From an optimization exercise on the open Yosys and OpenROAD flow, aimed at small area, a short achievable clock period and few clock cycles; shortcuts taken in it are not production practice. In this exercise RTL edits were held to simulation tests only and were not proved equivalent to the original.

==> flow/design.v <==
module iir_fmul (
    input  wire [31:0] a,
    input  wire [31:0] b,
    output reg  [31:0] y
);
    wire        sa = a[31];
    wire        sb = b[31];
    wire [7:0]  ea = a[30:23];
    wire [7:0]  eb = b[30:23];
    wire [22:0] fa = a[22:0];
    wire [22:0] fb = b[22:0];
    wire a_nan  = (ea == 8'hFF) && (fa != 0);
    wire b_nan  = (eb == 8'hFF) && (fb != 0);
    wire a_inf  = (ea == 8'hFF) && (fa == 0);
    wire b_inf  = (eb == 8'hFF) && (fb == 0);
    wire a_zero = (ea == 8'h00) && (fa == 0);
    wire b_zero = (eb == 8'h00) && (fb == 0);
    wire        s  = sa ^ sb;
    wire [23:0] ma = {(ea != 0), fa};
    wire [23:0] mb = {(eb != 0), fb};
    wire [9:0]  ea1 = (ea == 0) ? 10'd1 : {2'b00, ea};
    wire [9:0]  eb1 = (eb == 0) ? 10'd1 : {2'b00, eb};
    wire [47:0] prod = ma * mb;
    reg  [5:0]        lz;
    reg  [47:0]       pn;
    reg  signed [11:0] eres;      
    reg  [5:0]        rsh;        
    reg  [95:0]       wide;
    reg  [23:0]       mant;
    reg               guard, sticky, rnd;
    reg  [7:0]        efield;
    integer           i;
    always @* begin
        lz = 6'd0;
        for (i = 0; i < 48; i = i + 1)
            if (prod[i]) lz = 6'd47 - i[5:0];
        pn   = prod << lz;
        eres = $signed({2'b00, ea1}) + $signed({2'b00, eb1}) - 12'sd126 - $signed({6'd0, lz});
        if (eres >= 1) begin
            rsh    = 6'd0;
            efield = eres[7:0];
        end else begin
            rsh    = (eres < -28) ? 6'd30 : (6'd1 - eres[5:0]);
            efield = 8'd0;
        end
        wide   = {pn, 48'd0} >> rsh;
        mant   = wide[95:72];
        guard  = wide[71];
        sticky = |wide[70:0];
        rnd    = guard & (sticky | mant[0]);
        if (a_nan || b_nan || (a_inf && b_zero) || (a_zero && b_inf))
            y = 32'h7FC00000;
        else if (a_inf || b_inf)
            y = {s, 8'hFF, 23'd0};
        else if (a_zero || b_zero)
            y = {s, 31'd0};
        else if (eres >= 255)
            y = {s, 8'hFF, 23'd0};
        else
            y = {s, efield, mant[22:0]} + {31'd0, rnd};
    end
endmodule
module iir_fadd (
    input  wire [31:0] a,
    input  wire [31:0] b,
    input  wire        sub,
    output reg  [31:0] y
);
    wire [31:0] bb = {b[31] ^ sub, b[30:0]};
    wire a_nan = (a[30:23] == 8'hFF) && (a[22:0] != 0);
    wire b_nan = (bb[30:23] == 8'hFF) && (bb[22:0] != 0);
    wire a_inf = (a[30:23] == 8'hFF) && (a[22:0] == 0);
    wire b_inf = (bb[30:23] == 8'hFF) && (bb[22:0] == 0);
    wire        swap = (bb[30:0] > a[30:0]);
    wire [31:0] x = swap ? bb : a;
    wire [31:0] z = swap ? a : bb;
    wire        sx = x[31];
    wire        sz = z[31];
    wire [8:0]  ex = (x[30:23] == 0) ? 9'd1 : {1'b0, x[30:23]};
    wire [8:0]  ez = (z[30:23] == 0) ? 9'd1 : {1'b0, z[30:23]};
    wire [26:0] mx = {(x[30:23] != 0), x[22:0], 3'b000};
    wire [26:0] mz = {(z[30:23] != 0), z[22:0], 3'b000};
    wire [8:0]  d  = ex - ez;
    reg  [26:0] mz_al;
    reg  [27:0] sum;
    reg  [4:0]  lz;
    reg  [8:0]  sh;
    reg  [26:0] nm;
    reg  [9:0]  eres;
    reg  [7:0]  efield;
    reg         rnd;
    reg  [26:0] lost;
    integer     i;
    always @* begin
        lost = 27'd0;
        sh   = 9'd0;
        if (d >= 9'd27) begin
            mz_al = {26'd0, (mz != 0)};
        end else begin
            lost  = mz & ((27'd1 << d) - 27'd1);
            mz_al = (mz >> d) | {26'd0, (lost != 0)};
        end
        if (sx == sz) sum = {1'b0, mx} + {1'b0, mz_al};
        else          sum = {1'b0, mx} - {1'b0, mz_al};
        lz = 5'd0;
        for (i = 0; i < 27; i = i + 1)
            if (sum[i]) lz = 5'd26 - i[4:0];
        if (sum[27]) begin
            nm   = sum[27:1] | {26'd0, sum[0]};
            eres = {1'b0, ex} + 10'd1;
        end else begin
            sh   = ({4'd0, lz} < ex) ? {4'd0, lz} : (ex - 9'd1);
            nm   = sum[26:0] << sh;
            eres = {1'b0, ex} - {1'b0, sh};
        end
        efield = nm[26] ? eres[7:0] : 8'd0;
        rnd    = nm[2] & ((|nm[1:0]) | nm[3]);
        if (a_nan || b_nan || (a_inf && b_inf && (a[31] != bb[31])))
            y = 32'h7FC00000;
        else if (a_inf)
            y = a;
        else if (b_inf)
            y = bb;
        else if (sum == 0)
            y = {(a[31] & bb[31]), 31'd0};
        else if (eres >= 10'd255)
            y = {sx, 8'hFF, 23'd0};
        else
            y = {sx, efield, nm[25:3]} + {31'd0, rnd};
    end
endmodule
module iir_line #(
    parameter WORK_WORDS = 64,
    parameter MAX_CHANNELS = 4
) (
    input  wire        clk,
    input  wire        rst,
    input  wire        start,
    input  wire [6:0]  len,         
    input  wire [2:0]  chans,       
    input  wire [31:0] a0a1,
    input  wire [31:0] a2a3,
    input  wire [31:0] b1b2,
    input  wire [31:0] cprev,
    input  wire [31:0] cnext,
    output wire        idle,
    input  wire        in_valid,
    output wire        in_ready,
    input  wire [31:0] in_data,
    output reg         out_valid,
    input  wire        out_ready,
    output reg  [31:0] out_data
);
    localparam S_IDLE  = 2'd0;
    localparam S_FWD   = 2'd1;
    localparam S_BWD   = 2'd2;
    localparam S_DRAIN = 2'd3;
    reg [1:0]  state;
    reg [6:0]  pix;           
    reg [2:0]  ch;            
    reg [5:0]  addr;          
    reg [31:0] work [0:WORK_WORDS-1];
    reg [31:0] acc  [0:MAX_CHANNELS-1];
    wire fwd       = (state == S_FWD);
    wire bwd       = (state == S_BWD);
    wire last_ch   = (ch == chans - 3'd1);
    wire first_pix = fwd ? (pix == 7'd0) : (pix == len - 7'd1);
    wire last_pix  = fwd ? (pix == len - 7'd1) : (pix == 7'd0);
    assign idle     = (state == S_IDLE);
    assign in_ready = fwd | (bwd & (~out_valid | out_ready));
    wire   step     = in_valid & in_ready;
    wire [31:0] gain  = fwd ? a0a1  : a2a3;
    wire [31:0] seedc = fwd ? cprev : cnext;
    wire [31:0] seed, xg, ak, acc_new, y;
    wire [31:0] acc_in = first_pix ? seed : acc[ch[1:0]];
    iir_fmul u_seed (.a(in_data), .b(seedc), .y(seed));
    iir_fmul u_xg   (.a(in_data), .b(gain),  .y(xg));
    iir_fmul u_ak   (.a(acc_in),  .b(b1b2),  .y(ak));
    iir_fadd u_rec  (.a(xg), .b(ak), .sub(1'b1), .y(acc_new));
    iir_fadd u_sum  (.a(work[addr]), .b(acc_new), .sub(1'b0), .y(y));
    always @(posedge clk) begin
        if (step) begin
            acc[ch[1:0]] <= acc_new;
            if (fwd) work[addr] <= acc_new;
        end
    end
    always @(posedge clk) begin
        if (rst) begin
            state     <= S_IDLE;
            pix       <= 7'd0;
            ch        <= 3'd0;
            addr      <= 6'd0;
            out_valid <= 1'b0;
            out_data  <= 32'd0;
        end else begin
            if (out_valid && out_ready)
                out_valid <= 1'b0;
            case (state)
            S_IDLE: begin
                if (start) begin
                    state <= S_FWD;
                    pix   <= 7'd0;
                    ch    <= 3'd0;
                    addr  <= 6'd0;
                end
            end
            S_FWD: begin
                if (step) begin
                    addr <= addr + 6'd1;
                    if (last_ch) begin
                        ch <= 3'd0;
                        if (last_pix) begin
                            state <= S_BWD;
                            pix   <= len - 7'd1;
                            addr  <= addr + 6'd1 - {3'd0, chans};
                        end else begin
                            pix <= pix + 7'd1;
                        end
                    end else begin
                        ch <= ch + 3'd1;
                    end
                end
            end
            S_BWD: begin
                if (step) begin
                    out_valid <= 1'b1;
                    out_data  <= y;
                    if (last_ch) begin
                        ch   <= 3'd0;
                        addr <= addr + 6'd1 - {chans, 1'b0};
                        pix  <= pix - 7'd1;
                        if (last_pix)
                            state <= S_DRAIN;
                    end else begin
                        ch   <= ch + 3'd1;
                        addr <= addr + 6'd1;
                    end
                end
            end
            S_DRAIN: begin
                if (out_valid && out_ready)
                    state <= S_IDLE;
            end
            endcase
        end
    end
endmodule
==> flow/run.sh <==
#!/bin/bash
# synth_recipe.tcl (not shown) runs the flow's synth.tcl, then flattens the netlist and writes it again
# the make line also repeats each setting of config.mk as NAME=value (left out here)
make -C /OpenROAD-flow-scripts/flow DESIGN_CONFIG=/design/flow/config.mk WORK_HOME=/design/flow/orfs CLKGATE_MAP_FILE= SYNTH_SCRIPT=/design/flow/synth_recipe.tcl finish
==> flow/config.mk <==
export PLATFORM = sky130hd
export DESIGN_NAME = iir_line
export DESIGN_NICKNAME = iir_line
export VERILOG_FILES = /design/flow/design.v
export SDC_FILE = /design/flow/constraint.sdc
export NUM_CORES = 8
export LEC_CHECK = 0
export CAP_MARGIN = 20
export CORE_MARGIN = 2
export CORE_UTILIZATION = 30
export PLACE_DENSITY = 0.5
export SLEW_MARGIN = 20
==> flow/constraint.sdc <==
create_clock -name core_clock -period 72.0 [get_ports {clk}]
set_input_delay 14.4000 -clock core_clock [delete_from_list [all_inputs] [get_ports {clk}]]
set_output_delay 14.4000 -clock core_clock [all_outputs]
set_load 0.01 [all_outputs]
==> notes.md <==
timing repair:
action	CTS	global route
endpoints found under the setup margin	31	32
gates cloned	0	10
gates resized for setup	44	820
endpoints found under the hold margin	0	0
buffers inserted	2	154
pin swaps	10	346
flip-flops by register name, indices dropped and copies added (netlist names), named ones only:
| name | count |
|---|---|
| out_valid | 1 |
| work | 2048 |
| ch | 3 |
| out_data | 32 |
| acc | 128 |
| state | 2 |
| addr | 6 |
| pix | 7 |
routing by layer:
layer	routed length (um)	global-route usage	vias up
met5	21	0	-
met4	30600	0.0706	4
met3	53800	0.0267	1219
met2	375000	0.379	6607
met1	363000	0.333	90269
li1	-	-	78457
through the flow:
stage | cells | setup slack, ps | hold WS, ps
2_1_floorplan | 19489 | 106 | 476
3_3_place_gp | 31833 | -1790 | 459
3_5_place_dp | 31833 | -2110 | 454
4_1_cts | 32243 | 3.08 | 466
5_1_grt | 32405 | -528 | 507
6_report | 32427 | 2590 | 467
placed cells by master, fill, tap and decap left out, types with 238 or more instances in the layout:
master     count
a21oi_1      732
and2_1       573
buf_4       4315
clkbuf_16    238
edfxtp_1    2176
fa_1        1447
ha_1         775
inv_1       1910
mux4_2       724
nand2_1     2120
nand3_1      432
nor2_1      1173
nor2b_1      296
nor3_1       383
o21ai_0      600
xnor2_1      267
layout make-up:
type	count	area, um^2
Timing Repair Buffer	4738	37900
Fill cell	66634	410000
Clock inverter	120	973
Sequential cell	2235	66500
Tap cell	8909	11100
Multi-Input combinational cell	14148	127000
Antenna cell	24	60.1
Inverter	1965	7400
Clock buffer	288	6070
critical path: cells and delay by family:
kind            cells  cell delay [ps]
mux                 5             1490
xor+xnor            5              840
fa+ha+maj          31            11450
simple gates      130            18050
buf+inv            60             7840
compound gates     91            15820
Yosys cell counts (72+ instances only):
cell type | number | share of area
a211oi_1 | 203 | 0.0076
a21o_1 | 191 | 0.0071
a21oi_1 | 816 | 0.020
a221oi_1 | 99 | 0.0043
a22oi_1 | 124 | 0.0046
a31oi_1 | 148 | 0.0046
and2_1 | 592 | 0.018
and3_1 | 98 | 0.0031
buf_1 | 95 | 0.0018
buf_2 | 74 | 0.0018
buf_4 | 93 | 0.0035
clkbuf_1 | 803 | 0.015
edfxtp_1 | 2176 | 0.33
fa_1 | 1460 | 0.15
ha_1 | 810 | 0.050
inv_1 | 1946 | 0.036
mux2_2 | 102 | 0.0057
mux2i_1 | 218 | 0.011
mux4_2 | 724 | 0.081
nand2_1 | 2156 | 0.040
nand2b_1 | 105 | 0.0033
nand3_1 | 447 | 0.011
nand4_1 | 169 | 0.0053
nor2_1 | 1291 | 0.024
nor2b_1 | 301 | 0.0094
nor3_1 | 431 | 0.011
nor4_1 | 185 | 0.0058
o211ai_1 | 230 | 0.0086
o21a_1 | 98 | 0.0037
o21ai_0 | 667 | 0.017
o21ai_1 | 110 | 0.0027
o21bai_1 | 94 | 0.0035
o221ai_1 | 72 | 0.0031
o22ai_1 | 169 | 0.0053
o31ai_1 | 121 | 0.0045
or2_2 | 76 | 0.0024
or3_1 | 114 | 0.0035
xnor2_1 | 288 | 0.013
xor2_1 | 134 | 0.0058
kinds of logic (layout without fill, tap and decap cells):
logic type      after synthesis  after routing  share of synthesized area
simple gates               6258           6260                      0.150
other cells                   1             27                  0.0000187
compound gates             4144           4145                      0.144
fa+ha+maj                  2271           2271                      0.196
xor+xnor                    423            423                     0.0185
flops                      2235           2235                      0.331
mux                        1046           1046                     0.0978
buf+inv                    3109           7111                     0.0631
path summary, 6_finish.rpt:
kind | start | cells past startpoint | to | slack [ps]
hold / removal | out_data[20] | 2 | out_data[20] | 470
setup / recovery | cprev[28] | 322 | out_data[23] | 2590
setup reg to reg | state[1] | 325 | out_data[23] | 14160
hold reg to reg | out_data[20] | 2 | out_data[20] | 470
==> run_results.csv <==
group,metric,value,unit
run_status,run_status,"finished clean",
run,drv_cap,0,
timing,max_freq,14.4,MHz
placed_design,hpwl,630000,um
floorplan,die_w,823,um
cts,cts_buffers,230,
critical_path,arrival,70110,ps
cts,cts.clk_slew.worst_paths,60,ps
global_route,antenna_found_initial,46,
detailed_routing,detail_route.wl_per_cell,25.4,um
global_route,grt_max_degree,129,
placed_design,port-buffer-count,241,
placed_design,postPlaceCellArea,245000,um^2
yosys,synth_edf_count,2176,
detailed_routing,drt-initial-drc-count,17332,
yosys,synthArstFlopShare,0,
floorplan,initial_core_util,0.301,
floorplan,io-pin-count,242,
cts,ctsRootBufferMaster,"clkbuf_16",
critical_path,slowest_delay,560,ps
yosys,seq_area_frac_synth,0.331,
critical_path,crit_required,72700,ps
floorplan,core_area,667000,um^2
timing,min_period_over_period,0.964,
detailed_routing,finalWirelength,823000,um
yosys,yosys_warnings,3,
detailed_routing,drc,0,
yosys,yosysUniqueCellTypes,158,
cts,cts_htree_levels,4,
cells_and_area,post-route-util,0.385,
global_route,grt_pass1_vias,177167,
timing,slew-limit-headroom,0.143,
yosys,synthesis.area,201000,um^2
cts,clock_sinks,2235,
timing,tightest_slew,1280,ps
cts,clkLatencyLatePin,890,ps
cells_and_area,fin_area,257000,um^2
floorplan,dieHeight,823,um
floorplan,die-area,677000,um^2
cells_and_area,synthToLayoutAreaGrowth,27.9,%
global_route,grtUsageTotal,0.235,
critical_path,path_max_fanout,15,
placed_design,gp_congestion,1.00,
timing,maxSlewViolCount,0,
detailed_routing,via_per_inst,5.44,
global_route,grt_pass1_wl,1210000,um
yosys,ys.flop_type,"edfxtp_1",
critical_path,criticalPathCategory,"in2reg",
critical_path,path_common_cell,"nor2_1",
timing,finClkSkew,90.0,ps
cells_and_area,drive_gt1_frac,0.289,
global_route,overflow,0,
timing,final-hold-violation-count,0,
detailed_routing,via_count,176556,
yosys,ys_ff_latch,2235,
timing,period_minus_slack,69410,ps
critical_path,start_kind,"input pin",
floorplan,std_cell_rows,300,
critical_path,crit_slowest_cell,"fa_1",
timing,setup_viol,0,
timing,tns,0,ps
cts,clockBufferDepth,4,
detailed_routing,ant_nets,0,
cts,cts_tree,"yes",
yosys,syn_inst,19487,
detailed_routing,drt_pre_antenna_iters,8,
critical_path,cp-end-kind,"flip-flop",
cells_and_area,nets,25795,
cts,cts_hold_buffers,0,
min_path,hp-class,"reg2reg",
yosys,syn_area_per_cell,10.3,um^2
Testbench counts, summed over its fixed seeds: cycles 14,812.

[afterwards: timing with drivers on the ports]
No port has a modelled driver above. Below, the same layout with a new extraction and two added sets of constraints.
Step 1, drivers: a clkbuf_16 drives clk and a buf_2 each remaining input, both assumed.
Step 2 adds t to the input delays and takes it off the output delays; t is the mean of the earliest and latest rising clock arrival at the registers after step 1. Input paths then give back, and output paths get back, about the clock's delay inside the block.
Slacks: ideal ports / drivers / drivers and shift; pairs: ideal ports / drivers.
t (ns): 0.931
setup slack, ns: 2.590 / 2.649 / 1.718
worst hold slack (ns): 0.467 / 0.467 / 0.467
worst setup path at the end: input to register
After both steps setup and hold are still met in this run. The setup slack of this run moves by +0.059 ns with the drivers and by -0.872 ns with both steps.
